What follows belongs to an exercise in optimizing a design on an open flow for small area, a short achievable clock period and few clock cycles; a production flow would make more cautious choices. Function was not checked in any run shown here: the RTL went through the layout flow alone. Power is estimated from default activity; no workload was simulated.

$ cat config.mk
export PLATFORM = sky130hd
export DESIGN_NAME = spa
export DESIGN_NICKNAME = spa
export VERILOG_FILES = /design/flow/design.v
export SDC_FILE = /design/flow/constraint.sdc
export NUM_CORES = 4
export LEC_CHECK = 0
export CAP_MARGIN = 20
export CORE_MARGIN = 2
export CORE_UTILIZATION = 40
export SETUP_SLACK_MARGIN = 5
export SLEW_MARGIN = 20
$ cat constraint.sdc
create_clock -name core_clock -period 10.0 [get_ports {clk}]
set_input_delay 2.0000 -clock core_clock [delete_from_list [all_inputs] [get_ports {clk}]]
set_output_delay 2.0000 -clock core_clock [all_outputs]
set_load 0.01 [all_outputs]
$ cat design.v
module spa (
  input  wire        clk,
  input  wire        rst,         
  output wire        ready,       
  input  wire        reg_rd,
  input  wire        reg_wr,
  input  wire [7:0]  reg_addr,
  input  wire [31:0] reg_wdata,
  output wire [31:0] rdata,
  input  wire        cmd_valid,
  input  wire [63:0] cmd_word,
  output wire        err_o
);
  localparam [31:0] ID_VALUE     = 32'h5350_4131;
  localparam [31:0] CONFIG_VALUE = 32'h0000_0610;
  localparam [3:0] MC_LAST = 4'd7;      
  localparam [3:0] DC_LAST = 4'd15;     
  reg [31:0] pos;
  reg [15:0] frac;
  reg [31:0] delta;
  reg [31:0] lbeg;
  reg [31:0] lend;
  reg        dir;           
  reg        stopped;
  reg        disowned;
  reg [5:0]  handle;
  reg [2:0]  status;        
  reg        err;           
  reg [63:0] chact;
  reg        busy;
  reg        rdy;           
  reg        ph_m, ph_m0, ph_m1, ph_p1, ph_p2, ph_d, ph_d0, ph_f;
  reg [3:0]  cnt;
  reg        is_nl, is_fw, is_pp, back;
  reg        illegal;
  reg        lorder;        
  reg [31:0] len;           
  reg [33:0] len3;          
  reg        bnd_r;         
  reg [15:0] f1r;           
  reg        fin;           
  reg [32:0] A;
  reg [31:0] Q;
  assign ready = rdy;
  assign err_o = err;
  wire acc_wr  = ~busy & reg_wr;
  wire acc_cmd = ~busy & cmd_valid;
  wire [35:0] mp0 = Q[0] ? {4'd0, delta}       : 36'd0;
  wire [35:0] mp1 = Q[1] ? {3'd0, delta, 1'b0} : 36'd0;
  wire [35:0] mp2 = Q[2] ? {2'd0, delta, 2'b0} : 36'd0;
  wire [35:0] mp3 = Q[3] ? {1'd0, delta, 3'b0} : 36'd0;
  wire [35:0] ma  = {4'd0, A[31:0]};
  wire [35:0] ms1 = ma ^ mp0 ^ mp1;
  wire [35:0] mc1 = ((ma & mp0) | (ma & mp1) | (mp0 & mp1)) << 1;
  wire [35:0] ms2 = mp2 ^ mp3 ^ ms1;
  wire [35:0] mc2 = ((mp2 & mp3) | (mp2 & ms1) | (mp3 & ms1)) << 1;
  wire [35:0] ms3 = ms2 ^ mc2 ^ mc1;
  wire [35:0] mc3 = ((ms2 & mc2) | (ms2 & mc1) | (mc2 & mc1)) << 1;
  wire [35:0] mul_sum = ms3 + mc3;
  wire [32:0] d_a0  = A;
  wire        d_s0  = d_a0[32];
  wire [33:0] d_r1  = {d_a0, Q[31]} + ({2'b00, len} ^ {34{~d_s0}}) + {33'd0, ~d_s0};
  wire [34:0] d_4r  = {d_a0, Q[31], Q[30]};
  wire [34:0] d_kp  = d_s0 ? {3'b000, len} : ~{1'b0, len3};
  wire [34:0] d_kn  = d_s0 ? {1'b0, len3} : ~{3'b000, len};
  wire [34:0] d_cp  = d_4r + d_kp + {34'd0, ~d_s0};
  wire [34:0] d_cn  = d_4r + d_kn + {34'd0, ~d_s0};
  wire        d_n1  = d_r1[33];
  wire [34:0] d_r2  = d_n1 ? d_cn : d_cp;
  wire [31:0] r4716 = {A[15:0], Q[31:16]};
  wire        c48   = back & ~|r4716 & (Q[15:0] < ~frac);
  wire        rneg  = A[32];    
  wire sa_lend = ph_m0 | (ph_d0 & ~back) | (ph_f & (is_fw ? rneg : back));
  wire sa_len  = ph_m1;
  wire sa_pos  = ph_p1;
  wire sa_A    = ph_p2 & ~back;
  wire sa_lbeg = ((ph_p2 | ph_d0) & back) | (ph_f & (is_fw ? ~rneg : ~back));
  wire sb_lbeg = ph_m0;
  wire sb_len2 = ph_m1;
  wire sb_r    = ph_p1;
  wire sb_lend = ph_p2 & ~back;
  wire sb_A    = (ph_p2 & back) | ph_f;
  wire sb_Q    = ph_d0;
  wire x_inv   = ph_m0 | ((ph_p1 | ph_d0) & back) | ph_p2 | (ph_f & is_pp & (rneg ^ back));
  wire x_c     = ph_m0 | ((ph_p1 | ph_d0) & back) | ph_p2;
  wire [33:0] xa = ({34{sa_lend}} & {2'b00, lend})
                 | ({34{sa_len}}  & {2'b00, len})
                 | ({34{sa_pos}}  & {2'b00, pos})
                 | ({34{sa_A}}    & {2'b00, A[31:0]})
                 | ({34{sa_lbeg}} & {2'b00, lbeg});
  wire [33:0] xb = ({34{sb_lbeg}} & {2'b00, lbeg})
                 | ({34{sb_len2}} & {1'b0, len, 1'b0})
                 | ({34{sb_r}}    & {1'b0, c48, r4716})
                 | ({34{sb_lend}} & {2'b00, lend})
                 | ({34{sb_A}}    & {A[32], A})
                 | ({34{sb_Q}}    & {2'b00, Q});
  wire [33:0] xs = xa + (xb ^ {34{x_inv}}) + {33'd0, x_c};
  wire lzero   = ~|len;
  wire f_lord  = ~illegal & ~is_nl & bnd_r & lorder;
  wire f_ppz   = ~illegal & is_pp & bnd_r & ~lorder & lzero;
  wire f_any   = illegal | f_lord | f_ppz;
  reg [5:0]  ra;
  reg [31:0] rd_val;
  always @* begin
    case (ra)
      6'h00:   rd_val = pos;
      6'h01:   rd_val = {16'd0, frac};
      6'h02:   rd_val = delta;
      6'h03:   rd_val = lbeg;
      6'h04:   rd_val = lend;
      6'h05:   rd_val = {30'd0, stopped, dir};
      6'h06:   rd_val = {disowned, 25'd0, handle};
      6'h07:   rd_val = {29'd0, status};
      6'h08:   rd_val = ID_VALUE;
      6'h09:   rd_val = CONFIG_VALUE;
      6'h10:   rd_val = chact[31:0];
      6'h11:   rd_val = chact[63:32];
      default: rd_val = 32'd0;
    endcase
  end
  always @(posedge clk) ra <= reg_addr[7:2];
  assign rdata = rd_val;
  always @(posedge clk) begin
    if (acc_cmd) begin
      is_nl   <= (cmd_word[1:0] == 2'd0);
      is_fw   <= (cmd_word[1:0] == 2'd1);
      is_pp   <= (cmd_word[1:0] == 2'd2);
      back    <= (cmd_word[1:0] == 2'd2) & dir;
      illegal <= (cmd_word[1:0] == 2'b11) | (|cmd_word[31:2]);
      Q       <= cmd_word[63:32];
      A       <= {17'd0, ((cmd_word[1:0] == 2'd2) & dir) ? ~frac : frac};
    end else if (ph_m) begin
      A <= {1'b0, mul_sum[35:4]};
      Q <= {mul_sum[3:0], Q[31:4]};
    end else if (ph_p1) begin
      A <= xs[32:0];
    end else if (ph_p2) begin
      A <= {32'd0, xs[32] & (len != 32'd1)};
      Q <= xs[31:0];
    end else if (ph_d) begin
      A <= d_r2[32:0];
      Q <= {Q[29:0], ~d_n1, ~d_r2[34]};
    end
    if (ph_m0) begin
      len    <= xs[31:0];
      lorder <= xs[33];
    end
    if (ph_m1) len3 <= xs;
    if (ph_p1) f1r <= back ? ~Q[15:0] : Q[15:0];
    if (ph_p2) bnd_r <= ~xs[33];
  end
  always @(posedge clk) begin
    if (rst) begin
      pos      <= 32'd0;
      frac     <= 16'd0;
      delta    <= 32'd0;
      lbeg     <= 32'd0;
      lend     <= 32'd0;
      dir      <= 1'b0;
      stopped  <= 1'b0;
      disowned <= 1'b0;
      handle   <= 6'd0;
      status   <= 3'd0;
      err      <= 1'b0;
      chact    <= 64'd0;
      busy     <= 1'b0;
      rdy      <= 1'b1;
      ph_m     <= 1'b0;
      ph_m0    <= 1'b0;
      ph_m1    <= 1'b0;
      ph_p1    <= 1'b0;
      ph_p2    <= 1'b0;
      ph_d     <= 1'b0;
      ph_d0    <= 1'b0;
      ph_f     <= 1'b0;
      cnt      <= 4'd0;
      fin      <= 1'b0;
    end else begin
      if (acc_wr) begin
        case (reg_addr[7:2])
          6'h00: pos   <= reg_wdata;
          6'h01: frac  <= reg_wdata[15:0];
          6'h02: delta <= reg_wdata;
          6'h03: lbeg  <= reg_wdata;
          6'h04: lend  <= reg_wdata;
          6'h05: begin
            dir     <= reg_wdata[0];
            stopped <= reg_wdata[1];
          end
          6'h06: begin
            handle   <= reg_wdata[5:0];
            disowned <= reg_wdata[31];
          end
          6'h07: begin
            status <= status & ~reg_wdata[2:0];
            err    <= |(status & ~reg_wdata[2:0]);
          end
          6'h10: chact[31:0]  <= reg_wdata;
          6'h11: chact[63:32] <= reg_wdata;
          default: ;
        endcase
      end
      ph_m0 <= acc_cmd;
      ph_m1 <= ph_m0;
      ph_p1 <= ph_m & (cnt == MC_LAST);
      ph_p2 <= ph_p1;
      ph_d0 <= ph_p2;
      ph_f  <= ph_d & (cnt == DC_LAST);
      if (acc_cmd) begin
        busy <= 1'b1;
        rdy  <= 1'b0;
        ph_m <= 1'b1;
      end
      if (ph_m | ph_d) cnt <= cnt + 4'd1;
      if (ph_m & (cnt == MC_LAST)) begin
        ph_m <= 1'b0;
        cnt  <= 4'd0;
      end
      if (ph_p2) ph_d <= 1'b1;
      if (ph_d & (cnt == DC_LAST)) ph_d <= 1'b0;
      if (ph_f) begin
        busy <= 1'b0;
        rdy  <= 1'b1;
      end
      if (ph_d0) begin
        status <= status | {f_ppz, f_lord, illegal};
        err    <= err | f_any;
        fin    <= ~f_any & ~is_nl & bnd_r & ~lzero;
        if (~f_any) begin
          frac <= f1r;
          if (is_nl) begin
            if (bnd_r) begin
              stopped <= 1'b1;
              if (!disowned) chact[handle] <= 1'b0;
              else           pos <= xs[31:0];
            end else begin
              pos <= xs[31:0];
            end
          end else if (!bnd_r) begin
            pos <= xs[31:0];
          end else if (is_fw & lzero) begin
            pos <= 32'd0;
          end
        end
      end
      if (ph_f & fin) begin
        pos <= xs[31:0];
        if (is_pp & rneg) begin
          dir  <= ~dir;
          frac <= ~frac + 16'd1;
        end
      end
    end
  end
endmodule
$ cat run.sh
#!/bin/bash
# synth_recipe.tcl (not shown) runs the flow's synth.tcl, then flattens the netlist and writes it again
# the make line also repeats each setting of config.mk as NAME=value (left out here)
make -C /OpenROAD-flow-scripts/flow DESIGN_CONFIG=/design/flow/config.mk WORK_HOME=/design/flow/orfs CLKGATE_MAP_FILE= SYNTH_SCRIPT=/design/flow/synth_recipe.tcl finish
==> flow_summary.rst, run 1 <==
.. list-table::
   :header-rows: 1

   * - Metric
     - Value
   * - Primary flip-flop cell chosen by synthesis mapping
     - dfxtp_1
   * - Final Instance Area
     - 0.0376 sq mm
   * - Final estimated routing congestion in global placement
     - 0.948
   * - Clk Latency, worst-skew pair
     - 0.64 ns
   * - Origin of the critical flop-to-flop path
     - A[8]
   * - Post-DRT Antenna Nets
     - 0
   * - Number of global-route vias before repair
     - 30,059
   * - H-tree levels
     - 2
   * - Number of primary I/O pins
     - 143
   * - Total count of hold-check failures in the final report
     - 0
   * - Fraction of final layout cells with drive strength greater than 1
     - 9.55%
   * - Clock root buffer master
     - clkbuf_16
   * - Crit. End Element
     - flop
   * - Slack of the worst reg-to-reg path
     - 5.01 ns
   * - Final Routed Wirelength
     - 141,000 um
   * - Max-slew violation total from the final report
     - 0
   * - TritonCTS Buffers
     - 48
   * - Syn Inst Count
     - 3,922
   * - Wire per inst
     - 27.6 um
   * - Count of cells along the worst hold path
     - 1
   * - Maximum number of pins on one net before global-route repair
     - 97
   * - Worst supply voltage drop on vdd
     - 0.130 mV
   * - Estimated wirelength of the detail-placed design
     - 101,000 um
   * - Final Skew
     - 0.0585 ns
   * - Sequential cell area fraction in the yosys report
     - 28.9%
   * - Starting density of the core
     - 40.2%
   * - Worst hold path type
     - reg2reg
   * - Highest attainable clock frequency
     - 200 MHz
   * - Required time of the worst setup path
     - 10.48 ns
   * - Total of fill cells in the finished design
     - 7,867
   * - Sequential cell area
     - 0.00933 sq mm
   * - # DRC
     - 0
   * - Length in cells of the worst reg-to-reg path
     - 14
   * - Final Critical Period
     - 4.99 ns
   * - Data arrival time of the worst path
     - 5.47 ns
   * - Violation count after the first detailed-routing iteration
     - 4,832
   * - Most frequent CP cell
     - fa_1
   * - Multi-input gate area
     - 0.0223 sq mm
   * - Worst Hold Endpoint
     - rdy
   * - Syn. warnings
     - 1
   * - Total standard cell area after synthesis
     - 0.0322 sq mm
   * - Share of the clock period used by the worst path
     - 49.9%
   * - Number of gates on the worst path with buffers counted
     - 14
   * - Bufs and invs on worst path
     - 1
   * - Number of clock sinks
     - 396
   * - Cell area after placement
     - 0.0347 sq mm
   * - Number of vias in the routed layout
     - 32,892
   * - Length of the first detailed-routing pass in iterations
     - 11
   * - Antenna violations before repair
     - 2
   * - Grt total ovfl
     - 0
   * - Die Footprint
     - 0.0828 sq mm
   * - Delay of the slowest critical-path stage
     - 0.96 ns
   * - Reg-to-Reg End
     - A[19]
   * - CTS tree
     - built
   * - Cell-by-cell trace of the critical path
     - fa_1 -> fa_1 -> fa_1 -> ha_1 -> o211ai_1 -> a211oi_2 -> o41ai_4 -> buf_4 -> a31oi_2 -> a31oi_1 -> o21ai_0 -> xnor2_1 -> a22oi_1 -> o221a_2
   * - Area inside the core boundary
     - 0.0802 sq mm
   * - Kind of start point of the critical path
     - flop
   * - Yosys cell types
     - 84
   * - Standard-cell rows
     - 104
   * - Post-CTS clock slew at the launch and capture registers of the worst setup and hold paths
     - 0.07 ns
   * - EDFF count, synth
     - 137
   * - Avg Synthesized Cell Area
     - 8.21 sq um
   * - Launch instance of the worst min-delay path
     - rdy
   * - Bufs on Longest Clock Path
     - 3
   * - Die height
     - 288 um
   * - Core occupancy in the finished layout
     - 46.9%
   * - RSZ-0062 raised after global routing
     - true
   * - Status
     - finished clean
   * - Mapped Nets
     - 4,319
   * - Worst-Margin Slew
     - 1.28 ns
   * - Total power per unit cell area
     - 142 mW/mm^2
   * - Horizontal die dimension
     - 288 um
   * - Relative slew margins
     - 14.1%
   * - Sum of negative setup slack
     - 0 ns
   * - Hold_ws
     - 0.473 ns
   * - Max cap viols
     - 0
   * - Setup-violating endpoint count in the final report
     - 0
   * - Most common cell after layout, fill and taps aside
     - nand2_1
   * - Yosys reg bits
     - 396
   * - Largest fanout on the critical path
     - 8
   * - Static Leakage
     - 0.0144 uW
   * - Crit path max-delay cell type
     - edfxtp_1
   * - Async set-or-reset flop fraction in the synthesized netlist
     - 0%
   * - Synth-to-layout area growth
     - 16.8%
   * - Kind of critical path
     - reg2reg
   * - Post-DR vias/cell
     - 6.46
   * - Highest-count cells in the layout ignoring fill and taps
     - nand2_1, a21oi_1, dfxtp_1
   * - Crit-path leading delay family
     - adder cells
   * - Combined global-route utilization of all metal layers
     - 32.5%
   * - Wire length of the first global-routing pass
     - 202,000 um
   * - Total number of nets in the final design
     - 4,390
   * - Quantity of I/O buffers inserted on ports
     - 139
==> cell usage after synthesis (9+ instances only) <==
master,count,area share [%]
nand2b_1,24,0.47
clkbuf_1,241,2.8
a22o_1,9,0.24
a21o_1,51,1.2
or3_1,19,0.37
and3_1,19,0.37
a222oi_1,83,2.6
edfxtp_1,137,13
nor2_1,224,2.6
nand2_1,635,7.4
a31oi_1,29,0.56
o22ai_1,10,0.19
a221oi_1,81,2.2
nor3_1,55,0.85
a22oi_1,145,3.4
o21bai_1,18,0.42
and2_1,144,2.8
mux2_2,24,0.84
mux2i_1,73,2.3
o21a_1,24,0.56
a211oi_1,47,1.1
inv_1,60,0.70
a21oi_1,375,5.8
buf_1,13,0.15
xnor2_1,107,2.9
nand3_1,115,1.8
o211ai_1,32,0.75
nor2b_1,34,0.66
nor4_1,31,0.60
nand3b_1,10,0.23
o31ai_1,13,0.30
fa_1,98,6.1
xor2_1,107,2.9
ha_1,190,7.4
dfxtp_1,259,16
o21ai_0,230,3.6
nand4_1,22,0.43
==> flip-flops by register name (all words and copies together), names as in the netlist, 6 cells and up <==
| name | count |
|---|---|
| Q | 32 |
| pos | 32 |
| lbeg | 32 |
| f1r | 16 |
| handle | 6 |
| chact | 64 |
| frac | 16 |
| delta | 32 |
| len | 32 |
| len3 | 34 |
| ra | 6 |
| A | 33 |
| lend | 32 |
==> per-layer routing <==
metal / up-vias / track usage [%] / wire (um) / part of all wire, %
li1: 14614 / - / - / -
met1: 15911 / 47.1 / 57700 / 41
met2: 2083 / 47.7 / 59000 / 42
met3: 282 / 6.22 / 17600 / 13
met4: 2 / 12.2 / 6210 / 4.4
met5: - / 0 / 60 / 0.043
==> kinds of logic (layout without fill, tap and decap cells) <==
family / count (synthesis) / in the layout / share of synthesized area [%]
compound gates: 1233 / 1233 / 25.3
xor+xnor: 214 / 214 / 5.82
fa+ha+maj: 288 / 288 / 13.5
buf+inv: 325 / 434 / 3.87
flops: 396 / 396 / 28.9
mux: 98 / 98 / 3.18
other cells: 0 / 3 / 0
simple gates: 1368 / 1368 / 19.5
==> timing repair <==
item                                    CTS  global route
endpoints found under the setup margin  142            94
pin swaps                                27            39
hold buffers                              0             0
resized for setup                        70            79
gates cloned                              1             5
buffers inserted                         30            30
==> final cells by class <==
cell class / instances / area share, %
antenna: 3 / 0.0200
clock inverter: 25 / 0.802
multi-input combinational: 3201 / 59.3
timing repair buffer: 285 / 7.40
clock buffer: 63 / 3.53
tap: 1060 / 3.53
sequential: 396 / 24.8
inverter: 61 / 0.609
==> metrics by stage <==
step	total power, uW	cells	setup WS [ns]
finish	5350	5094	5.01
global route	5520	5092	4.86
detailed placement	3370	4937	3.78
global placement	3360	4937	3.81
floorplan	2800	3922	4.97
CTS	5270	5056	4.95
==> worst max-delay path by stage <==
| stage | startpoint | to | slack (ns) |
|---|---|---|---|
| final | A[8] | A[19] | 5.01 |
| after global routing | Q[1] | A[12] | 4.86 |
| after CTS | Q[1] | A[30] | 4.95 |
| after detailed placement | ph_m0 | A[0] | 3.78 |
| after global placement | ph_m0 | A[0] | 3.81 |
| after floorplan | Q[1] | A[20] | 4.97 |
==> where the power goes <==
group          switching (uW)  total [uW]  internal [uW]
sequential                197        1950           1750
clock                     795        1870           1070
combinational             944        1530            590
total                    1940        5350           3410
==> worst reg2reg max path, delay by kind of cell, from the launching register on <==
family,cells,cell delay [ns]
buffers and inverters,1,0.18
flip-flops,1,0.96
AO/OA/AOI/OAI,8,1.59
XOR/XNOR,1,0.15
adder cells (fa/ha/maj),4,1.98
==> run 2: changes to the inputs <==
--- a/design.v
+++ b/design.v
@@ -29,3 +29,2 @@
   reg [63:0] chact;
-  reg        busy;
   reg        rdy;           
@@ -39,3 +38,2 @@
   reg        bnd_r;         
-  reg [15:0] f1r;           
   reg        fin;           
@@ -45,16 +43,5 @@
   assign err_o = err;
-  wire acc_wr  = ~busy & reg_wr;
-  wire acc_cmd = ~busy & cmd_valid;
-  wire [35:0] mp0 = Q[0] ? {4'd0, delta}       : 36'd0;
-  wire [35:0] mp1 = Q[1] ? {3'd0, delta, 1'b0} : 36'd0;
-  wire [35:0] mp2 = Q[2] ? {2'd0, delta, 2'b0} : 36'd0;
-  wire [35:0] mp3 = Q[3] ? {1'd0, delta, 3'b0} : 36'd0;
-  wire [35:0] ma  = {4'd0, A[31:0]};
-  wire [35:0] ms1 = ma ^ mp0 ^ mp1;
-  wire [35:0] mc1 = ((ma & mp0) | (ma & mp1) | (mp0 & mp1)) << 1;
-  wire [35:0] ms2 = mp2 ^ mp3 ^ ms1;
-  wire [35:0] mc2 = ((mp2 & mp3) | (mp2 & ms1) | (mp3 & ms1)) << 1;
-  wire [35:0] ms3 = ms2 ^ mc2 ^ mc1;
-  wire [35:0] mc3 = ((ms2 & mc2) | (ms2 & mc1) | (mc2 & mc1)) << 1;
-  wire [35:0] mul_sum = ms3 + mc3;
+  wire acc_wr  = rdy & reg_wr;
+  wire acc_cmd = rdy & cmd_valid;
+  wire [35:0] mul_sum = {4'd0, A[31:0]} + delta * Q[3:0];
   wire [32:0] d_a0  = A;
@@ -101,2 +88,4 @@
   wire f_any   = illegal | f_lord | f_ppz;
+  wire may_fault = illegal | (~is_nl & lorder) | (is_pp & lzero);
+  wire [15:0] f1 = back ? ~Q[15:0] : Q[15:0];
   reg [5:0]  ra;
@@ -148,5 +137,32 @@
     if (ph_m1) len3 <= xs;
-    if (ph_p1) f1r <= back ? ~Q[15:0] : Q[15:0];
+    if (ph_p1 & may_fault) len3[15:0] <= f1;
     if (ph_p2) bnd_r <= ~xs[33];
   end
+  wire [31:0] wd_m  = reg_wdata & {32{~rst}};
+  wire [5:0]  wa    = reg_addr[7:2];
+  wire        we_dl = rst | (acc_wr & (wa == 6'h02));
+  wire        we_lb = rst | (acc_wr & (wa == 6'h03));
+  wire        we_le = rst | (acc_wr & (wa == 6'h04));
+  wire        we_ow = rst | (acc_wr & (wa == 6'h06));
+  wire        we_c0 = acc_wr & (wa == 6'h10);
+  wire        we_c1 = acc_wr & (wa == 6'h11);
+  wire        ch_clr = ph_d0 & ~f_any & is_nl & bnd_r & ~disowned;
+  always @(posedge clk) begin
+    if (we_dl) delta <= wd_m;
+    if (we_lb) lbeg  <= wd_m;
+    if (we_le) lend  <= wd_m;
+    if (we_ow) begin
+      handle   <= wd_m[5:0];
+      disowned <= wd_m[31];
+    end
+  end
+  genvar gi;
+  generate
+    for (gi = 0; gi < 64; gi = gi + 1) begin : g_ch
+      wire we_w = (gi < 32) ? we_c0 : we_c1;
+      always @(posedge clk)
+        if (rst | we_w | (ch_clr & (handle == gi)))
+          chact[gi] <= wd_m[gi % 32] & we_w;
+    end
+  endgenerate
   always @(posedge clk) begin
@@ -155,13 +171,6 @@
       frac     <= 16'd0;
-      delta    <= 32'd0;
-      lbeg     <= 32'd0;
-      lend     <= 32'd0;
       dir      <= 1'b0;
       stopped  <= 1'b0;
-      disowned <= 1'b0;
-      handle   <= 6'd0;
       status   <= 3'd0;
       err      <= 1'b0;
-      chact    <= 64'd0;
-      busy     <= 1'b0;
       rdy      <= 1'b1;
@@ -182,5 +191,2 @@
           6'h01: frac  <= reg_wdata[15:0];
-          6'h02: delta <= reg_wdata;
-          6'h03: lbeg  <= reg_wdata;
-          6'h04: lend  <= reg_wdata;
           6'h05: begin
@@ -188,6 +194,2 @@
             stopped <= reg_wdata[1];
-          end
-          6'h06: begin
-            handle   <= reg_wdata[5:0];
-            disowned <= reg_wdata[31];
           end
@@ -197,4 +199,2 @@
           end
-          6'h10: chact[31:0]  <= reg_wdata;
-          6'h11: chact[63:32] <= reg_wdata;
           default: ;
@@ -209,3 +209,2 @@
       if (acc_cmd) begin
-        busy <= 1'b1;
         rdy  <= 1'b0;
@@ -221,5 +220,5 @@
       if (ph_f) begin
-        busy <= 1'b0;
         rdy  <= 1'b1;
       end
+      if (ph_p1 & ~may_fault) frac <= f1;
       if (ph_d0) begin
@@ -229,3 +228,3 @@
         if (~f_any) begin
-          frac <= f1r;
+          if (may_fault) frac <= len3[15:0];
           if (is_nl) begin
@@ -233,4 +232,3 @@
               stopped <= 1'b1;
-              if (!disowned) chact[handle] <= 1'b0;
-              else           pos <= xs[31:0];
+              if (disowned) pos <= xs[31:0];
             end else begin
==> flow_summary.rst, run 2 <==
.. list-table::
   :header-rows: 1

   * - Metric
     - Value
   * - Status
     - finished clean (unchanged)
   * - Crit. End Element
     - flop (unchanged)
   * - Flip-flop count of the largest register after layout
     - 64 (unchanged)
   * - Worst hold path type
     - reg2reg (unchanged)
   * - Violation count after the first detailed-routing iteration
     - 4,711 (was 4,832)
   * - Number of primary I/O pins
     - 143 (unchanged)
   * - Avg Synthesized Cell Area
     - 8.69 sq um (was 8.21 sq um)
   * - Most common cell after layout, fill and taps aside
     - nand2_1 (unchanged)
   * - Leading area contributor after synthesis
     - edfxtp_1 (was dfxtp_1)
   * - Total power per unit cell area
     - 213 mW/mm^2 (was 142 mW/mm^2)
   * - H-tree levels
     - 2 (unchanged)
   * - Fraction of final layout cells with drive strength greater than 1
     - 8.66% (was 9.55%)
   * - # DRC
     - 0 (unchanged)
   * - Quantity of I/O buffers inserted on ports
     - 139 (unchanged)
   * - Antenna violations before repair
     - 1 (was 2)
   * - Total standard cell area after synthesis
     - 0.0323 sq mm (was 0.0322 sq mm)
   * - Cts hold-fix bufs
     - 0 (unchanged)
   * - Core occupancy in the finished layout
     - 46.7% (was 46.9%)
   * - Grt total ovfl
     - 0 (unchanged)
   * - Highest-count cells in the layout ignoring fill and taps
     - nand2_1, nor2_1, edfxtp_1 (was nand2_1, a21oi_1, dfxtp_1)
   * - Starting density of the core
     - 40.3% (was 40.2%)
   * - RSZ-0062 raised after global routing
     - true (unchanged)
   * - Maximum number of pins on one net before global-route repair
     - 76 (was 97)
   * - Fraction of synthesized cell area taken by the top area cell type
     - 26.7% (was 16.1%)
   * - Library cell with the highest instance count after synthesis
     - nand2_1 (unchanged)
   * - Total count of hold-check failures in the final report
     - 0 (unchanged)
   * - Estimated wirelength of the detail-placed design
     - 104,000 um (was 101,000 um)
   * - Register containing the most flip-flops in the final layout
     - chact (unchanged)
   * - Mapped Nets
     - 4,119 (was 4,319)
   * - Sequential cell area fraction in the yosys report
     - 32.4% (was 28.9%)
   * - Clock root buffer master
     - clkbuf_16 (unchanged)
   * - Wire length of the first global-routing pass
     - 200,000 um (was 202,000 um)
   * - Sum of negative setup slack
     - 0 ns (unchanged)
   * - Total of fill cells in the finished design
     - 7,695 (was 7,867)
   * - Highest attainable clock frequency
     - 199 MHz (was 200 MHz)
   * - EDFF count, synth
     - 288 (was 137)
   * - Worst supply voltage drop on vdd
     - 0.133 mV (was 0.130 mV)
   * - Number of global-route vias before repair
     - 29,004 (was 30,059)
   * - Static Leakage
     - 0.0151 uW (was 0.0144 uW)
   * - Primary flip-flop cell chosen by synthesis mapping
     - edfxtp_1 (was dfxtp_1)
   * - Finished Layout Cells
     - 4,886 (was 5,094)
   * - Post-Place Cells
     - 4,766 (was 4,937)
   * - Number of clock sinks
     - 379 (was 396)
   * - Horizontal die dimension
     - 288 um (about the same)
   * - Kind of critical path
     - reg2reg (unchanged)
   * - Bufs on Longest Clock Path
     - 3 (unchanged)
   * - Cell types with the highest counts after synthesis
     - nand2_1, nor2_1, edfxtp_1 (was nand2_1, a21oi_1, dfxtp_1)
   * - Setup-violating endpoint count in the final report
     - 0 (unchanged)
   * - Number of vias in the routed layout
     - 31,518 (was 32,892)
   * - Yosys cell types
     - 90 (was 84)
   * - Max cap viols
     - 0 (unchanged)
   * - Synth-to-layout area growth
     - 15.8% (was 16.8%)
   * - Data arrival time of the worst path
     - 5.49 ns (was 5.47 ns)
   * - Final Routed Wirelength
     - 141,000 um (about the same)
   * - Share of the clock period used by the worst path
     - 50.3% (was 49.9%)
   * - Yosys reg bits
     - 379 (was 396)
   * - CTS tree
     - built (unchanged)
   * - Worst-Margin Slew
     - 1.13 ns (was 1.28 ns)
   * - Length of the first detailed-routing pass in iterations
     - 10 (was 11)
   * - Die height
     - 288 um (about the same)
   * - Standard-cell rows
     - 104 (unchanged)
   * - Post-DRT Antenna Nets
     - 0 (unchanged)
   * - Largest registers
     - chact (64), len3 (34), A (33) (unchanged)
   * - Combined global-route utilization of all metal layers
     - 32.8% (was 32.5%)
   * - Sequential cell area
     - 0.0105 sq mm (was 0.00933 sq mm)
   * - Die Footprint
     - 0.0831 sq mm (was 0.0828 sq mm)
   * - Final Critical Period
     - 5.03 ns (was 4.99 ns)
   * - Syn Inst Count
     - 3,723 (was 3,922)
   * - Wire per inst
     - 28.9 um (was 27.6 um)
   * - Kind of start point of the critical path
     - flop (unchanged)
   * - Multi-input gate area
     - 0.0210 sq mm (was 0.0223 sq mm)
   * - Final estimated routing congestion in global placement
     - 0.987 (was 0.948)
   * - Post-CTS clock slew at the launch and capture registers of the worst setup and hold paths
     - 0.06 ns (was 0.07 ns)
   * - Crit path max-delay cell type
     - fa_2 (was edfxtp_1)
   * - Cell-by-cell trace of the critical path
     - buf_6 -> buf_12 -> nand2_2 -> fa_1 -> inv_1 -> fa_2 -> fa_1 -> ha_4 -> a211o_1 -> a211oi_2 -> nor3b_4 -> o21ai_2 -> a211o_4 -> a2111o_1 -> mux2_2 -> a211oi_2 -> a31oi_1 (was fa_1 -> fa_1 -> fa_1 -> ha_1 -> o211ai_1 -> a211oi_2 -> o41ai_4 -> buf_4 -> a31oi_2 -> a31oi_1 -> o21ai_0 -> xnor2_1 -> a22oi_1 -> o221a_2)
   * - Post-DR vias/cell
     - 6.45 (was 6.46)
   * - Syn. warnings
     - 1 (unchanged)
   * - Async set-or-reset flop fraction in the synthesized netlist
     - 0% (unchanged)
   * - Max-slew violation total from the final report
     - 0 (unchanged)
   * - TritonCTS Buffers
     - 41 (was 48)
   * - Area inside the core boundary
     - 0.0803 sq mm (was 0.0802 sq mm)
   * - Delay of the slowest critical-path stage
     - 0.57 ns (was 0.96 ns)
   * - Clk Latency, worst-skew pair
     - 0.59 ns (was 0.64 ns)
   * - Top cells by area in the synthesized netlist
     - edfxtp_1, ha_1, fa_1, dfxtp_1, nand2_1 (was dfxtp_1, edfxtp_1, nand2_1, ha_1, fa_1)
   * - Total number of nets in the final design
     - 4,187 (was 4,390)
   * - Largest fanout on the critical path
     - 6 (was 8)
   * - Relative slew margins
     - 24.7% (was 14.1%)
   * - Required time of the worst setup path
     - 10.46 ns (was 10.48 ns)
   * - Final Skew
     - 0.0228 ns (was 0.0585 ns)
run 2: cell types whose count changed in the layout (fill, tap and decap cells not counted), moves of 87 or more:
| cell | delta |
|---|---|
| a21oi_1 | -99 |
| nand2_1 | -176 |
| and2_1 | -87 |
| edfxtp_1 | +151 |
| inv_1 | +109 |
| dfxtp_1 | -165 |
run 2: cells by family after synthesis:
kind of cell	Yosys count	synth area share, %
compound gates	1178	24.4
buf+inv	394	4.67
simple gates	1193	16.9
xor+xnor	202	5.47
fa+ha+maj	287	13.4
mux	90	2.86
flops	379	32.4
run 2: timing repair:
item,4_1_cts,5_1_grt
resized for setup,115,92
setup buffers,14,19
pin swaps,10,26
setup endpoints to repair,141,70
gates cloned,4,5
run 2: critical path: cells and delay by family (launching register included):
kind | cells | cell delay, ns
flops | 1 | 0.37
compound gates | 7 | 1.71
buf+inv | 3 | 0.30
mux | 1 | 0.31
fa+ha+maj | 4 | 1.83
simple gates | 2 | 0.40
run 2: final cells by class:
cell class / count / area share [%]
inverter: 170 / 1.71
timing repair buffer: 249 / 7.01
clock inverter: 19 / 0.474
tap: 1060 / 3.54
clock buffer: 57 / 3.17
sequential: 379 / 28.0
multi-input combinational: 2950 / 56.1
antenna: 2 / 0.0134
run 2: layer usage:
metal	GRT usage, %	up-vias	share of wire, %
li1	-	13927	-
met2	48.7	1973	42
met3	6.17	278	12
met1	45.5	15338	40
met5	0	-	0.0071
met4	16.6	2	6.0
run 2: metrics by stage:
step	setup WS (ns)	hold WS, ns	instance area, sq um	power [uW]
after floorplan	5.07	0.432	32300	4560
after global placement	3.99	0.460	34800	5880
after detailed placement	3.98	0.468	34800	5880
after CTS	4.87	0.482	36700	7620
after global routing	4.84	0.520	37500	8310
final	4.97	0.485	37500	8000
run 2: power by group:
part | internal, uW | leakage (uW) | switching, uW
Sequential | 1860 | 0.00363 | 407
Combinational | 1650 | 0.0108 | 2490
Clock | 912 | 0.000675 | 685
run 2: final timing paths:
| path | startpoint | endpoint | slack (ns) | cells past startpoint |
|---|---|---|---|---|
| max | Q[1] | A[31] | 4.97 | 17 |
| min | cnt[1] | cnt[1] | 0.48 | 2 |
| max reg2reg | Q[1] | A[31] | 4.97 | 17 |
| min reg2reg | cnt[1] | cnt[1] | 0.48 | 2 |
==> run 3: changes to the inputs <==
==> flow/run.sh (new file) <==
#!/bin/bash
# The standard layout (standard synthesis unchanged) with the smallest buffer
# on every port instead of the default delay-buffer cell. Each tool's output
# goes to a log file in the work folder.
set -euo pipefail
bash standard.sh "BUFFER_PORTS_ARGS=-buffer_cell sky130_fd_sc_hd__buf_1" finish > standard_flow.log 2>&1
==> standard.sh (new file) <==
#!/bin/bash
# synth_recipe.tcl (not shown) runs the flow's synth.tcl, then flattens the netlist and writes it again
# the make line also repeats each setting of config.mk as NAME=value (left out here)
make -C /OpenROAD-flow-scripts/flow DESIGN_CONFIG=/design/flow/config.mk WORK_HOME=/design/flow/orfs CLKGATE_MAP_FILE= SYNTH_SCRIPT=/design/flow/synth_recipe.tcl "${@:-finish}"
removed: run.sh
==> flow_summary.rst, run 3 <==
.. list-table::
   :header-rows: 1

   * - Metric
     - Value
   * - Async set-or-reset flop fraction in the synthesized netlist
     - 0% (unchanged)
   * - Clk Latency, worst-skew pair
     - 0.59 ns (about the same)
   * - Die height
     - 288 um (unchanged)
   * - Number of vias in the routed layout
     - 31,529 (was 31,518)
   * - Avg Synthesized Cell Area
     - 8.69 sq um (unchanged)
   * - Wire length of the first global-routing pass
     - 200,000 um (about the same)
   * - Switching share of total power
     - 45.3% (was 44.7%)
   * - Crit-path leading delay family
     - adder cells (unchanged)
   * - Max cap viols
     - 0 (unchanged)
   * - Internal power
     - 4380 uW (was 4420 uW)
   * - Yosys reg bits
     - 379 (unchanged)
   * - Setup-violating endpoint count in the final report
     - 0 (unchanged)
   * - Leading area contributor after synthesis
     - edfxtp_1 (unchanged)
   * - Register containing the most flip-flops in the final layout
     - chact (unchanged)
   * - Maximum number of pins on one net before global-route repair
     - 76 (unchanged)
   * - Post-CTS clock slew at the launch and capture registers of the worst setup and hold paths
     - 0.06 ns (about the same)
   * - Launch instance of the worst min-delay path
     - cnt[1] (unchanged)
   * - Yosys cell types
     - 90 (unchanged)
   * - Origin of the critical flop-to-flop path
     - Q[1] (unchanged)
   * - Largest fanout on the critical path
     - 6 (unchanged)
   * - Standard-cell rows
     - 104 (unchanged)
   * - Final Skew
     - 0.0221 ns (was 0.0228 ns)
   * - Crit path max-delay cell type
     - fa_1 (was fa_2)
   * - Worst-Margin Slew
     - 1.26 ns (was 1.13 ns)
   * - Bufs on Longest Clock Path
     - 3 (unchanged)
   * - Total power per unit cell area
     - 221 mW/mm^2 (was 213 mW/mm^2)
   * - Hold_ws
     - 0.473 ns (was 0.485 ns)
   * - Finished Layout Cells
     - 4,868 (was 4,886)
   * - Kind of start point of the critical path
     - flop (unchanged)
   * - Status
     - finished clean (unchanged)
   * - Crit. End Element
     - flop (unchanged)
   * - Final Critical Period
     - 5.04 ns (was 5.03 ns)
   * - Final Routed Wirelength
     - 141,000 um (about the same)
   * - Mapped Nets
     - 4,119 (unchanged)
   * - Syn Inst Count
     - 3,723 (unchanged)
   * - Most common cell after layout, fill and taps aside
     - nand2_1 (unchanged)
   * - Antenna violations before repair
     - 4 (was 1)
   * - Cell-by-cell trace of the critical path
     - buf_12 -> buf_6 -> buf_16 -> and2_1 -> fa_1 -> fa_1 -> fa_1 -> ha_2 -> a21o_1 -> a21oi_1 -> a21oi_1 -> o21a_1 -> a211o_4 -> a2111o_1 -> mux2_4 -> a211oi_2 -> a31oi_1 (was buf_6 -> buf_12 -> nand2_2 -> fa_1 -> inv_1 -> fa_2 -> fa_1 -> ha_4 -> a211o_1 -> a211oi_2 -> nor3b_4 -> o21ai_2 -> a211o_4 -> a2111o_1 -> mux2_2 -> a211oi_2 -> a31oi_1)
   * - Combinational fraction of design power
     - 52.5% (was 51.7%)
   * - Clock root buffer master
     - clkbuf_16 (unchanged)
   * - Most frequent CP cell
     - fa_1
   * - Library cell with the highest instance count after synthesis
     - nand2_1 (unchanged)
   * - Highest-count cells in the layout ignoring fill and taps
     - nand2_1, nor2_1, edfxtp_1 (unchanged)
   * - CTS tree
     - built (unchanged)
   * - Cell area after placement
     - 0.0339 sq mm (was 0.0348 sq mm)
   * - Number of clock sinks
     - 379 (unchanged)
   * - Length of the first detailed-routing pass in iterations
     - 10 (unchanged)
   * - Highest attainable clock frequency
     - 198 MHz (was 199 MHz)
   * - EDFF count, synth
     - 288 (unchanged)
   * - NetSw
     - 3620 uW (was 3580 uW)
   * - Kind of critical path
     - reg2reg (unchanged)
   * - Post-DRT Antenna Nets
     - 0 (unchanged)
   * - Wire per inst
     - 29.0 um (was 28.9 um)
   * - Area inside the core boundary
     - 0.0803 sq mm (unchanged)
   * - Worst hold path type
     - reg2reg (unchanged)
   * - Share of the clock period used by the worst path
     - 50.4% (was 50.3%)
   * - Delay of the slowest critical-path stage
     - 0.60 ns (was 0.57 ns)
   * - Total count of hold-check failures in the final report
     - 0 (unchanged)
   * - Top cells by area in the synthesized netlist
     - edfxtp_1, ha_1, fa_1, dfxtp_1, nand2_1 (unchanged)
   * - Relative slew margins
     - 15.4% (was 24.7%)
   * - Largest registers
     - chact (64), len3 (34), A (33) (unchanged)
   * - Data arrival time of the worst path
     - 5.51 ns (was 5.49 ns)
   * - Synth-to-layout area growth
     - 11.9% (was 15.8%)
   * - Max-slew violation total from the final report
     - 0 (unchanged)
   * - Combined global-route utilization of all metal layers
     - 32.9% (was 32.8%)
   * - Sequential fraction of design power
     - 28.3% (about the same)
   * - H-tree levels
     - 2 (unchanged)
   * - Fraction of final layout cells with drive strength greater than 1
     - 7.83% (was 8.66%)
   * - Worst supply voltage drop on vdd
     - 0.137 mV (was 0.133 mV)
   * - Primary flip-flop cell chosen by synthesis mapping
     - edfxtp_1 (unchanged)
   * - Cell types with the highest counts after synthesis
     - nand2_1, nor2_1, edfxtp_1 (unchanged)
   * - Violation count after the first detailed-routing iteration
     - 4,359 (was 4,711)
   * - Final estimated routing congestion in global placement
     - 1.02 (was 0.987)
   * - Required time of the worst setup path
     - 10.46 ns (about the same)
   * - # DRC
     - 0 (unchanged)
   * - Quantity of I/O buffers inserted on ports
     - 139 (unchanged)
   * - Post-Place Cells
     - 4,766 (unchanged)
   * - Die Footprint
     - 0.0831 sq mm (unchanged)
   * - Cts hold-fix bufs
     - 0 (unchanged)
   * - Total standard cell area after synthesis
     - 0.0323 sq mm (unchanged)
   * - Fraction of synthesized cell area taken by the top area cell type
     - 26.7% (unchanged)
   * - Estimated wirelength of the detail-placed design
     - 106,000 um (was 104,000 um)
   * - Starting density of the core
     - 40.3% (unchanged)
   * - TritonCTS Buffers
     - 41 (unchanged)
   * - Horizontal die dimension
     - 288 um (unchanged)
   * - Grt total ovfl
     - 0 (unchanged)
   * - Syn. warnings
     - 1 (unchanged)
   * - Final Instance Area
     - 0.0362 sq mm (was 0.0375 sq mm)
   * - Total of fill cells in the finished design
     - 7,885 (was 7,695)
   * - Sum of negative setup slack
     - 0 ns (unchanged)
   * - Static Leakage
     - 0.0142 uW (was 0.0151 uW)
   * - Post-DR vias/cell
     - 6.48 (was 6.45)
   * - Clock network fraction of design power
     - 19.2% (was 20.0%)
   * - Worst Setup SP
     - Q[1] (unchanged)
   * - Sequential cell area fraction in the yosys report
     - 32.4% (unchanged)
   * - Total number of nets in the final design
     - 4,171 (was 4,187)
   * - Core occupancy in the finished layout
     - 45.1% (was 46.7%)
   * - Number of primary I/O pins
     - 143 (unchanged)
   * - RSZ-0062 raised after global routing
     - true (unchanged)
   * - Flip-flop count of the largest register after layout
     - 64 (unchanged)
   * - Number of global-route vias before repair
     - 28,707 (was 29,004)
   * - Bufs and invs on worst path
     - 3 (unchanged)
## run 3: cell counts after synthesis
No cell type changed its count.
## run 3: cells by family after synthesis
group / after synthesis / synth area share (%)
simple gates: 1193 / 16.9
compound gates: 1178 / 24.4
buf+inv: 394 / 4.67
flops: 379 / 32.4
fa+ha+maj: 287 / 13.4
xor+xnor: 202 / 5.47
mux: 90 / 2.86
## run 3: per-stage QoR
stage	power, uW	setup slack [ns]
after floorplan	4560	5.07
after global placement	5860	3.99
after detailed placement	5860	3.94
after CTS	7570	4.89
after global routing	8300	4.87
final	8000	4.96
## run 3: what timing repair did
item / 4_1_cts / 5_1_grt
pin swaps: 6 / 22
setup buffers: 6 / 16
cloned: 3 / 1
setup endpoints to repair: 136 / 61
gates resized for setup: 71 / 85
## run 3: routing by layer
layer,wire (um),global-route usage [%],up-vias
met5,31,0,-
met3,15900,5.87,334
met2,59400,48.7,1972
li1,-,-,13905
met4,8540,17.1,4
met1,57400,45.9,15314
## run 3: area by class of cell
type | instances | area, sq um | area share (%)
Sequential cell | 379 | 10500 | 29.0
Multi-Input combinational cell | 2950 | 20900 | 57.9
Clock buffer | 63 | 1180 | 3.26
Inverter | 170 | 638 | 1.76
Timing Repair Buffer | 233 | 1500 | 4.16
Clock inverter | 11 | 100 | 0.277
Antenna cell | 2 | 5.00 | 0.0138
Tap cell | 1060 | 1330 | 3.67
## run 3: power by group through the flow
stage	clock (uW)	sequential (uW)	combinational [uW]
floorplan	0	2030	2530
detailed placement	0	2260	3600
finish	1530	2260	4200
global route	1590	2250	4460
global placement	0	2260	3590
CTS	1540	2230	3800
## run 3: worst paths after layout
path | depth (start not counted) | slack, ns | end
hold reg to reg | 2 | 0.47 | cnt[1]
setup reg to reg | 17 | 4.96 | A[31]
hold / removal | 2 | 0.47 | cnt[1]
setup / recovery | 17 | 4.96 | A[31]
## run 3: worst min-delay path, stage by stage (launching register included)
cell and delay, ns:
dfxtp_1 0.32, nand2_1 0.06, a21oi_1 0.05
==> run 4: changes to the inputs <==
--- a/design.v
+++ b/design.v
@@ -16,3 +16,3 @@
   localparam [3:0] MC_LAST = 4'd7;      
-  localparam [3:0] DC_LAST = 4'd15;     
+  localparam [3:0] DC_LAST = 4'd14;     
   reg [31:0] pos;
@@ -48,4 +48,6 @@
   wire        d_s0  = d_a0[32];
-  wire [33:0] d_r1  = {d_a0, Q[31]} + ({2'b00, len} ^ {34{~d_s0}}) + {33'd0, ~d_s0};
-  wire [34:0] d_4r  = {d_a0, Q[31], Q[30]};
+  wire        d_b1  = ph_d0 ? Q[29] : Q[31];
+  wire        d_b2  = ph_d0 ? Q[28] : Q[30];
+  wire [33:0] d_r1  = {d_a0, d_b1} + ({2'b00, len} ^ {34{~d_s0}}) + {33'd0, ~d_s0};
+  wire [34:0] d_4r  = {d_a0, d_b1, d_b2};
   wire [34:0] d_kp  = d_s0 ? {3'b000, len} : ~{1'b0, len3};
@@ -88,2 +90,19 @@
   wire f_any   = illegal | f_lord | f_ppz;
+  wire       l_small = ~|len[31:3];
+  wire [2:0] x_v     = xs[32:30];
+  reg  [2:0] x_top;
+  always @* begin
+    x_top = x_v;
+    if (l_small)
+      case (len[2:0])
+        3'd1: x_top = 3'd0;
+        3'd2: x_top = {2'b00, x_v[0]};
+        3'd3: x_top = (x_v >= 3'd6) ? x_v - 3'd6 : (x_v >= 3'd3) ? x_v - 3'd3 : x_v;
+        3'd4: x_top = {1'b0, x_v[1:0]};
+        3'd5: x_top = (x_v >= 3'd5) ? x_v - 3'd5 : x_v;
+        3'd6: x_top = (x_v >= 3'd6) ? x_v - 3'd6 : x_v;
+        3'd7: x_top = (x_v == 3'd7) ? 3'd0 : x_v;
+        default: x_top = x_v;
+      endcase
+  end
   wire may_fault = illegal | (~is_nl & lorder) | (is_pp & lzero);
@@ -126,3 +145,3 @@
     end else if (ph_p2) begin
-      A <= {32'd0, xs[32] & (len != 32'd1)};
+      A <= {30'd0, x_top};
       Q <= xs[31:0];
@@ -130,3 +149,3 @@
       A <= d_r2[32:0];
-      Q <= {Q[29:0], ~d_n1, ~d_r2[34]};
+      Q <= ph_d0 ? {Q[27:0], 4'd0} : {Q[29:0], 2'd0};
     end
@@ -218,3 +237,6 @@
       if (ph_p2) ph_d <= 1'b1;
-      if (ph_d & (cnt == DC_LAST)) ph_d <= 1'b0;
+      if (ph_d & (cnt == DC_LAST)) begin
+        ph_d <= 1'b0;
+        cnt  <= 4'd0;
+      end
       if (ph_f) begin
==> flow_summary.rst, run 4 <==
.. list-table::
   :header-rows: 1

   * - Metric
     - Value
   * - Async set-or-reset flop fraction in the synthesized netlist
     - 0% (unchanged)
   * - Bufs on Longest Clock Path
     - 3 (unchanged)
   * - Xor/xnor share of the synthesized area
     - 5.99% (was 5.47%)
   * - Required time of the worst setup path
     - 10.33 ns (was 10.46 ns)
   * - Share of the synthesized area in compound gates (AO/OA/AOI/OAI)
     - 24.2% (was 24.4%)
   * - Setup-violating endpoint count in the final report
     - 0 (unchanged)
   * - Total number of nets in the final design
     - 4,204 (was 4,171)
   * - Mapped Nets
     - 4,080 (was 4,119)
   * - Clock root buffer master
     - clkbuf_16 (unchanged)
   * - Die Footprint
     - 0.0828 sq mm (was 0.0831 sq mm)
   * - Starting density of the core
     - 40.2% (was 40.3%)
   * - Total power
     - 7210 uW (was 8000 uW)
   * - Max-slew violation total from the final report
     - 0 (unchanged)
   * - Synth-to-layout area growth
     - 16.8% (was 11.9%)
   * - Wire length of the first global-routing pass
     - 206,000 um (was 200,000 um)
   * - Post-Place Cells
     - 4,721 (was 4,766)
   * - Estimated wirelength of the detail-placed design
     - 102,000 um (was 106,000 um)
   * - Kind of critical path
     - reg2reg (unchanged)
   * - Horizontal die dimension
     - 288 um (about the same)
   * - Largest registers
     - chact (64), A (33), len3 (33) (was chact (64), len3 (34), A (33))
   * - Number of primary I/O pins
     - 143 (unchanged)
   * - Grt total ovfl
     - 0 (unchanged)
   * - Die height
     - 288 um (about the same)
   * - Number of clock sinks
     - 378 (was 379)
   * - Clk Latency, worst-skew pair
     - 0.62 ns (was 0.59 ns)
   * - Total power per unit cell area
     - 192 mW/mm^2 (was 221 mW/mm^2)
   * - CTS tree
     - built (unchanged)
   * - Largest fanout on the critical path
     - 6 (unchanged)
   * - Kind of start point of the critical path
     - flop (unchanged)
   * - Final Routed Wirelength
     - 145,000 um (was 141,000 um)
   * - Total count of hold-check failures in the final report
     - 0 (unchanged)
   * - Yosys reg bits
     - 378 (was 379)
   * - Sequential cell area fraction in the yosys report
     - 32.4% (about the same)
   * - Wire per inst
     - 29.6 um (was 29.0 um)
   * - Highest attainable clock frequency
     - 187 MHz (was 198 MHz)
   * - Total standard cell area after synthesis
     - 0.0322 sq mm (was 0.0323 sq mm)
   * - Standard-cell rows
     - 104 (unchanged)
   * - Post-DR vias/cell
     - 6.56 (was 6.48)
   * - TritonCTS Buffers
     - 44 (was 41)
   * - Primary flip-flop cell chosen by synthesis mapping
     - edfxtp_1 (unchanged)
   * - Top cells by area in the synthesized netlist
     - edfxtp_1, ha_1, fa_1, dfxtp_1, nand2_1 (unchanged)
   * - Static Leakage
     - 0.0148 uW (was 0.0142 uW)
   * - Main combinational cell family by area after synthesis
     - compound AO/OA/AOI/OAI gates (unchanged)
   * - Fraction of the mapped netlist area in simple logic gates
     - 15.8% (was 16.9%)
   * - Syn. warnings
     - 1 (unchanged)
   * - Yosys cell types
     - 99 (was 90)
   * - Avg Synthesized Cell Area
     - 8.75 sq um (was 8.69 sq um)
   * - Finished Layout Cells
     - 4,905 (was 4,868)
   * - Final Skew
     - 0.0265 ns (was 0.0221 ns)
   * - Quantity of I/O buffers inserted on ports
     - 139 (unchanged)
   * - Sum of negative setup slack
     - 0 ns (unchanged)
   * - Library cell with the highest instance count after synthesis
     - nand2_1 (unchanged)
   * - Syn Inst Count
     - 3,681 (was 3,723)
   * - Maximum number of pins on one net before global-route repair
     - 65 (was 76)
   * - Worst hold path type
     - reg2reg (unchanged)
   * - # DRC
     - 0 (unchanged)
   * - Status
     - finished clean (unchanged)
   * - Max cap viols
     - 0 (unchanged)
   * - Relative slew margins
     - 23.0% (was 15.4%)
   * - EDFF count, synth
     - 287 (was 288)
   * - Worst-Margin Slew
     - 1.15 ns (was 1.26 ns)
   * - Post-DRT Antenna Nets
     - 0 (unchanged)
   * - Data arrival time of the worst path
     - 5.69 ns (was 5.51 ns)
   * - Post-CTS clock slew at the launch and capture registers of the worst setup and hold paths
     - 0.06 ns (about the same)
   * - Worst supply voltage drop on vdd
     - 0.137 mV (about the same)
   * - Highest-count cells in the layout ignoring fill and taps
     - nand2_1, nor2_1, a21oi_1 (was nand2_1, nor2_1, edfxtp_1)
   * - Adder-cell area share of the yosys netlist
     - 13.5% (was 13.4%)
   * - Cell types with the highest counts after synthesis
     - nand2_1, nor2_1, a21oi_1 (was nand2_1, nor2_1, edfxtp_1)
   * - Fraction of synthesized cell area taken by the top area cell type
     - 26.8% (was 26.7%)
   * - Leading area contributor after synthesis
     - edfxtp_1 (unchanged)
   * - Length of the first detailed-routing pass in iterations
     - 10 (unchanged)
   * - Final Critical Period
     - 5.36 ns (was 5.04 ns)
   * - Final critical-path setup slack
     - 4.64 ns (was 4.96 ns)
   * - Combined global-route utilization of all metal layers
     - 33.9% (was 32.9%)
   * - Antenna violations before repair
     - 1 (was 4)
   * - RSZ-0062 raised after global routing
     - true (unchanged)
   * - Crit. End Element
     - flop (unchanged)
   * - Number of global-route vias before repair
     - 29,873 (was 28,707)
   * - Slack of the worst reg-to-reg path
     - 4.64 ns (was 4.96 ns)
   * - Fraction of final layout cells with drive strength greater than 1
     - 11.9% (was 7.83%)
   * - Share of the clock period used by the worst path
     - 53.6% (was 50.4%)
   * - Final estimated routing congestion in global placement
     - 0.996 (was 1.02)
   * - Number of vias in the routed layout
     - 32,196 (was 31,529)
   * - Post-place setup slack
     - 3.25 ns (was 3.94 ns)
   * - Most common cell after layout, fill and taps aside
     - nand2_1 (unchanged)
   * - Area inside the core boundary
     - 0.0802 sq mm (was 0.0803 sq mm)
   * - Flip-flop count of the largest register after layout
     - 64 (unchanged)
   * - H-tree levels
     - 2 (unchanged)
   * - Violation count after the first detailed-routing iteration
     - 4,806 (was 4,359)
   * - Register containing the most flip-flops in the final layout
     - chact (unchanged)
   * - Share of cell area taken by muxes after synthesis
     - 3.47% (was 2.86%)
   * - Hold_ws
     - 0.502 ns (was 0.473 ns)
==> run 4: critical path, cell delays in order, from the launching register on <==
cell,delay (ns)
edfxtp_1,0.67
a222oi_1,0.39
nand3_1,0.17
xnor2_2,0.17
fa_2,0.37
fa_2,0.35
nand2b_4,0.17
a2111oi_4,0.47
nor2_2,0.10
o211ai_4,0.29
buf_6,0.15
a311oi_4,0.11
xnor2_4,0.23
buf_12,0.17
buf_4,0.13
inv_2,0.06
ha_4,0.17
o2111ai_2,0.18
o21ai_1,0.09
nand2_1,0.09
o21ai_1,0.07
a211o_1,0.25
nand4_1,0.12
a22oi_1,0.08
==> run 4: metrics by stage <==
stage / area, sq um / util, %
after floorplan: 32300 / -
after global placement: 33800 / 42.1
after detailed placement: 33800 / 42.2
after CTS: 36800 / 45.9
after global routing: 37600 / 46.9
final: 37600 / 46.9
==> run 4: path summary, 6_finish.rpt <==
check          from    end  cells after the start
max           Q[16]   A[2]                     23
min          cnt[2]  ph_p1                      2
max reg2reg   Q[16]   A[2]                     23
min reg2reg  cnt[2]  ph_p1                      2
==> run 4: cells by family (layout without fill, tap and decap cells) <==
family / after synthesis / count (layout)
muxes: 108 / 108
and+or+nand+nor: 1141 / 1141
xor gates and xnor gates: 218 / 218
adders and majority gates: 290 / 290
other: 0 / 4
AOI/OAI and AO/OA: 1160 / 1162
buffers and inverters: 386 / 544
DFF: 378 / 378
==> run 4: power by group <==
| group | switching, uW | total [uW] | internal [uW] |
|---|---|---|---|
| clock network | 732 | 1730 | 995 |
| logic | 1920 | 3240 | 1330 |
| registers | 396 | 2240 | 1840 |
| total | 3040 | 7210 | 4170 |
==> run 4: final cells by class <==
type,count,area [sq um]
well taps,1060,1330
flip-flops and latches,378,10500
fillers,7856,42500
multi-input cells,2919,21400
clock inverters,19,254
clock buffers,63,1230
inverters,164,627
diodes,4,10.0
repair buffers,298,2270
==> run 4: per-layer routing <==
metal / wire, um / up-vias / GRT usage (%)
li1: - / 13896 / -
met2: 60500 / 2163 / 49.9
met1: 56000 / 15698 / 44.9
met3: 18900 / 439 / 9.55
met4: 9770 / 0 / 18.5
met5: 0 / - / 0
==> run 4: timing repair <==
item                                    CTS  global route
setup buffers                            53            34
hold endpoints to repair                  0             0
gates cloned                             10             1
pin swaps                                46            58
resized for setup                       128           101
hold buffers                              0             0
endpoints found under the setup margin  114            46
==> run 5: changes to the inputs <==
--- a/design.v
+++ b/design.v
@@ -29,2 +29,3 @@
   reg [63:0] chact;
+  reg        busy;
   reg        rdy;           
@@ -38,2 +39,3 @@
   reg        bnd_r;         
+  reg [15:0] f1r;           
   reg        fin;           
@@ -43,4 +45,4 @@
   assign err_o = err;
-  wire acc_wr  = rdy & reg_wr;
-  wire acc_cmd = rdy & cmd_valid;
+  wire acc_wr  = ~busy & reg_wr;
+  wire acc_cmd = ~busy & cmd_valid;
   wire [35:0] mul_sum = {4'd0, A[31:0]} + delta * Q[3:0];
@@ -107,4 +109,2 @@
   end
-  wire may_fault = illegal | (~is_nl & lorder) | (is_pp & lzero);
-  wire [15:0] f1 = back ? ~Q[15:0] : Q[15:0];
   reg [5:0]  ra;
@@ -156,32 +156,5 @@
     if (ph_m1) len3 <= xs;
-    if (ph_p1 & may_fault) len3[15:0] <= f1;
+    if (ph_p1) f1r <= back ? ~Q[15:0] : Q[15:0];
     if (ph_p2) bnd_r <= ~xs[33];
   end
-  wire [31:0] wd_m  = reg_wdata & {32{~rst}};
-  wire [5:0]  wa    = reg_addr[7:2];
-  wire        we_dl = rst | (acc_wr & (wa == 6'h02));
-  wire        we_lb = rst | (acc_wr & (wa == 6'h03));
-  wire        we_le = rst | (acc_wr & (wa == 6'h04));
-  wire        we_ow = rst | (acc_wr & (wa == 6'h06));
-  wire        we_c0 = acc_wr & (wa == 6'h10);
-  wire        we_c1 = acc_wr & (wa == 6'h11);
-  wire        ch_clr = ph_d0 & ~f_any & is_nl & bnd_r & ~disowned;
-  always @(posedge clk) begin
-    if (we_dl) delta <= wd_m;
-    if (we_lb) lbeg  <= wd_m;
-    if (we_le) lend  <= wd_m;
-    if (we_ow) begin
-      handle   <= wd_m[5:0];
-      disowned <= wd_m[31];
-    end
-  end
-  genvar gi;
-  generate
-    for (gi = 0; gi < 64; gi = gi + 1) begin : g_ch
-      wire we_w = (gi < 32) ? we_c0 : we_c1;
-      always @(posedge clk)
-        if (rst | we_w | (ch_clr & (handle == gi)))
-          chact[gi] <= wd_m[gi % 32] & we_w;
-    end
-  endgenerate
   always @(posedge clk) begin
@@ -190,6 +163,13 @@
       frac     <= 16'd0;
+      delta    <= 32'd0;
+      lbeg     <= 32'd0;
+      lend     <= 32'd0;
       dir      <= 1'b0;
       stopped  <= 1'b0;
+      disowned <= 1'b0;
+      handle   <= 6'd0;
       status   <= 3'd0;
       err      <= 1'b0;
+      chact    <= 64'd0;
+      busy     <= 1'b0;
       rdy      <= 1'b1;
@@ -210,2 +190,5 @@
           6'h01: frac  <= reg_wdata[15:0];
+          6'h02: delta <= reg_wdata;
+          6'h03: lbeg  <= reg_wdata;
+          6'h04: lend  <= reg_wdata;
           6'h05: begin
@@ -214,2 +197,6 @@
           end
+          6'h06: begin
+            handle   <= reg_wdata[5:0];
+            disowned <= reg_wdata[31];
+          end
           6'h07: begin
@@ -218,2 +205,4 @@
           end
+          6'h10: chact[31:0]  <= reg_wdata;
+          6'h11: chact[63:32] <= reg_wdata;
           default: ;
@@ -228,2 +217,3 @@
       if (acc_cmd) begin
+        busy <= 1'b1;
         rdy  <= 1'b0;
@@ -242,5 +232,5 @@
       if (ph_f) begin
+        busy <= 1'b0;
         rdy  <= 1'b1;
       end
-      if (ph_p1 & ~may_fault) frac <= f1;
       if (ph_d0) begin
@@ -250,3 +240,3 @@
         if (~f_any) begin
-          if (may_fault) frac <= len3[15:0];
+          frac <= f1r;
           if (is_nl) begin
@@ -254,3 +244,4 @@
               stopped <= 1'b1;
-              if (disowned) pos <= xs[31:0];
+              if (!disowned) chact[handle] <= 1'b0;
+              else           pos <= xs[31:0];
             end else begin
==> flow_summary.rst, run 5 <==
.. list-table::
   :header-rows: 1

   * - Metric
     - Value
   * - Leading area contributor after synthesis
     - dfxtp_1 (was edfxtp_1)
   * - RSZ-0062 raised after global routing
     - true (unchanged)
   * - Cell-by-cell trace of the critical path
     - buf_12 -> clkinvlp_4 -> o21ai_4 -> a221o_4 -> buf_12 -> buf_16 -> a22oi_2 -> nand2_2 -> ha_4 -> nand4_1 -> inv_1 -> a211o_4 -> o2111a_1 -> o41a_1 -> a21boi_2 -> a211o_2 -> ha_4 -> ha_4 -> nor2_1 -> mux2_4 -> or3_4 -> and3_4 -> o311ai_4 -> a21oi_2 (was a222oi_1 -> nand3_1 -> xnor2_2 -> fa_2 -> fa_2 -> nand2b_4 -> a2111oi_4 -> nor2_2 -> o211ai_4 -> buf_6 -> a311oi_4 -> xnor2_4 -> buf_12 -> buf_4 -> inv_2 -> ha_4 -> o2111ai_2 -> o21ai_1 -> nand2_1 -> o21ai_1 -> a211o_1 -> nand4_1 -> a22oi_1)
   * - Mapped Nets
     - 4,540 (was 4,080)
   * - Worst hold path type
     - reg2reg (unchanged)
   * - EDFF count, synth
     - 136 (was 287)
   * - Antenna violations before repair
     - 5 (was 1)
   * - Total count of hold-check failures in the final report
     - 0 (unchanged)
   * - Count of cells along the worst hold path
     - 2 (unchanged)
   * - Highest-count cells in the layout ignoring fill and taps
     - nand2_1, a21oi_1, nor2_1 (was nand2_1, nor2_1, a21oi_1)
   * - Largest registers
     - chact (64), A (33), len3 (33) (unchanged)
   * - Fraction of the mapped netlist area in simple logic gates
     - 18.2% (was 15.8%)
   * - Post-CTS clock slew at the launch and capture registers of the worst setup and hold paths
     - 0.06 ns (about the same)
   * - Total standard cell area after synthesis
     - 0.0333 sq mm (was 0.0322 sq mm)
   * - Bufs and invs on worst path
     - 5 (was 4)
   * - Top cells by area in the synthesized netlist
     - dfxtp_1, edfxtp_1, nand2_1, ha_1, a21oi_1 (was edfxtp_1, ha_1, fa_1, dfxtp_1, nand2_1)
   * - Data arrival time of the worst path
     - 5.56 ns (was 5.69 ns)
   * - Worst Setup SP
     - back (was Q[16])
   * - Antenna diode count
     - 0 (was 4)
   * - Share of the synthesized area in compound gates (AO/OA/AOI/OAI)
     - 26.0% (was 24.2%)
   * - Synth-to-layout area growth
     - 16.0% (was 16.8%)
   * - Clk Latency, worst-skew pair
     - 0.63 ns (was 0.62 ns)
   * - Die Footprint
     - 0.0855 sq mm (was 0.0828 sq mm)
   * - TritonCTS Buffers
     - 45 (was 44)
   * - Finished Layout Cells
     - 5,329 (was 4,905)
   * - Wire per inst
     - 28.9 um (was 29.6 um)
   * - Xor/xnor share of the synthesized area
     - 6.00% (was 5.99%)
   * - Post-DR vias/cell
     - 6.52 (was 6.56)
   * - Fraction of synthesized cell area taken by the top area cell type
     - 15.6% (was 26.8%)
   * - Yosys cell types
     - 99 (unchanged)
   * - Grt total ovfl
     - 0 (unchanged)
   * - Total power per unit cell area
     - 134 mW/mm^2 (was 192 mW/mm^2)
   * - Number of primary I/O pins
     - 143 (unchanged)
   * - Syn. warnings
     - 1 (unchanged)
   * - Worst Hold Endpoint
     - chact[21] (was ph_p1)
   * - Total number of nets in the final design
     - 4,629 (was 4,204)
   * - Async set-or-reset flop fraction in the synthesized netlist
     - 0% (unchanged)
   * - Multi-input gate area
     - 0.0236 sq mm (was 0.0214 sq mm)
   * - Required time of the worst setup path
     - 10.35 ns (was 10.33 ns)
   * - Sequential cell area
     - 0.00930 sq mm (was 0.0105 sq mm)
   * - Final estimated routing congestion in global placement
     - 0.983 (was 0.996)
   * - Bufs on Longest Clock Path
     - 3 (unchanged)
   * - H-tree levels
     - 2 (unchanged)
   * - Largest fanout on the critical path
     - 7 (was 6)
   * - Clock root buffer master
     - clkbuf_16 (unchanged)
   * - Setup-violating endpoint count in the final report
     - 0 (unchanged)
   * - Area inside the core boundary
     - 0.0822 sq mm (was 0.0802 sq mm)
   * - Number of global-route vias before repair
     - 32,840 (was 29,873)
   * - Maximum number of pins on one net before global-route repair
     - 91 (was 65)
   * - Main combinational cell family by area after synthesis
     - compound AO/OA/AOI/OAI gates (unchanged)
   * - Most frequent CP cell
     - ha_4
   * - Slack of the worst reg-to-reg path
     - 4.79 ns (was 4.64 ns)
   * - Share of cell area taken by muxes after synthesis
     - 3.85% (was 3.47%)
   * - Die height
     - 292 um (was 288 um)
   * - Crit-path leading delay family
     - compound AO/OA/AOI/OAI gates (unchanged)
   * - Origin of the critical flop-to-flop path
     - back (was Q[16])
   * - Starting density of the core
     - 40.5% (was 40.2%)
   * - Max cap viols
     - 0 (unchanged)
   * - Horizontal die dimension
     - 292 um (was 288 um)
   * - Static Leakage
     - 0.0149 uW (was 0.0148 uW)
   * - Cell types with the highest counts after synthesis
     - nand2_1, a21oi_1, nor2_1 (was nand2_1, nor2_1, a21oi_1)
   * - Adder-cell area share of the yosys netlist
     - 13.2% (was 13.5%)
   * - Status
     - finished clean (unchanged)
   * - Avg Synthesized Cell Area
     - 8.05 sq um (was 8.75 sq um)
   * - Yosys reg bits
     - 395 (was 378)
   * - Worst supply voltage drop on vdd
     - 0.123 mV (was 0.137 mV)
   * - Wire length of the first global-routing pass
     - 222,000 um (was 206,000 um)
   * - Primary flip-flop cell chosen by synthesis mapping
     - dfxtp_1 (was edfxtp_1)
   * - Length in cells of the worst reg-to-reg path
     - 24 (was 23)
   * - Fraction of final layout cells with drive strength greater than 1
     - 11.0% (was 11.9%)
   * - Estimated wirelength of the detail-placed design
     - 110,000 um (was 102,000 um)
run 5: area by class of cell:
| type | count | area share (%) |
|---|---|---|
| Inverter | 143 | 1.43 |
| Timing Repair Buffer | 321 | 6.38 |
| Clock inverter | 19 | 0.525 |
| Clock buffer | 61 | 3.10 |
| Tap cell | 1070 | 3.47 |
| Sequential cell | 395 | 24.1 |
| Multi-Input combinational cell | 3320 | 61.0 |
run 5: tightest hold or removal path: cells and delay by family (launching register included):
family | cells | cell delay, ns
AND/OR/NAND/NOR | 1 | 0.05
flip-flops | 1 | 0.31
AO/OA/AOI/OAI | 1 | 0.06
run 5: how the worst max path moves through the flow:
stage          endpoint  slack (ns)  cells past startpoint
6_report           A[0]        4.79                     24
5_1_grt            A[0]        4.67                     24
4_1_cts            A[0]        4.91                     24
3_5_place_dp       A[2]        3.36                     20
3_3_place_gp       A[2]        3.34                     20
2_1_floorplan      A[0]        5.00                     23
run 5: through the flow:
stage	utilization (%)	instance area (sq um)	total power, uW	worst slack (ns)	hold WS [ns]
after floorplan	-	33400	2840	5.00	0.450
after global placement	42.4	34900	3380	3.34	0.460
after detailed placement	42.4	34900	3400	3.36	0.464
after CTS	46.4	38100	5100	4.91	0.474
after global routing	46.9	38600	5370	4.67	0.485
final	46.9	38600	5190	4.79	0.474
run 5: repair_timing:
item	in CTS	in global routing
pin swaps	51	29
gates resized for setup	182	59
buffers inserted	68	14
hold buffers	0	0
endpoints found under the setup margin	115	44
gates cloned	11	2
run 5: metal layers:
layer	GRT usage, %	part of all wire, %	vias up
li1	-	-	15288
met1	44.4	38	16694
met2	52.9	42	2187
met3	7.35	11	574
met4	24.2	8.7	6
met5	0	0.023	-
run 5: cells by family after synthesis:
logic type	count (synthesis)
buffers and inverters	423
xor gates and xnor gates	228
and+or+nand+nor	1362
adders and majority gates	294
DFF	395
AOI/OAI and AO/OA	1309
muxes	126
run 5: power by group:
part	switching, uW	total (uW)	internal (uW)
clock	751	1650	899
sequential	265	2020	1750
combinational	933	1520	590
total	1950	5190	3240

Setup slack of run 5, layout unchanged: 4.790 ns with ideal ports, 4.790 ns with driving cells assumed (clock clkbuf_16, inputs buf_2), 4.790 ns with port delays also shifted by the 0.683 ns mid clock arrival.
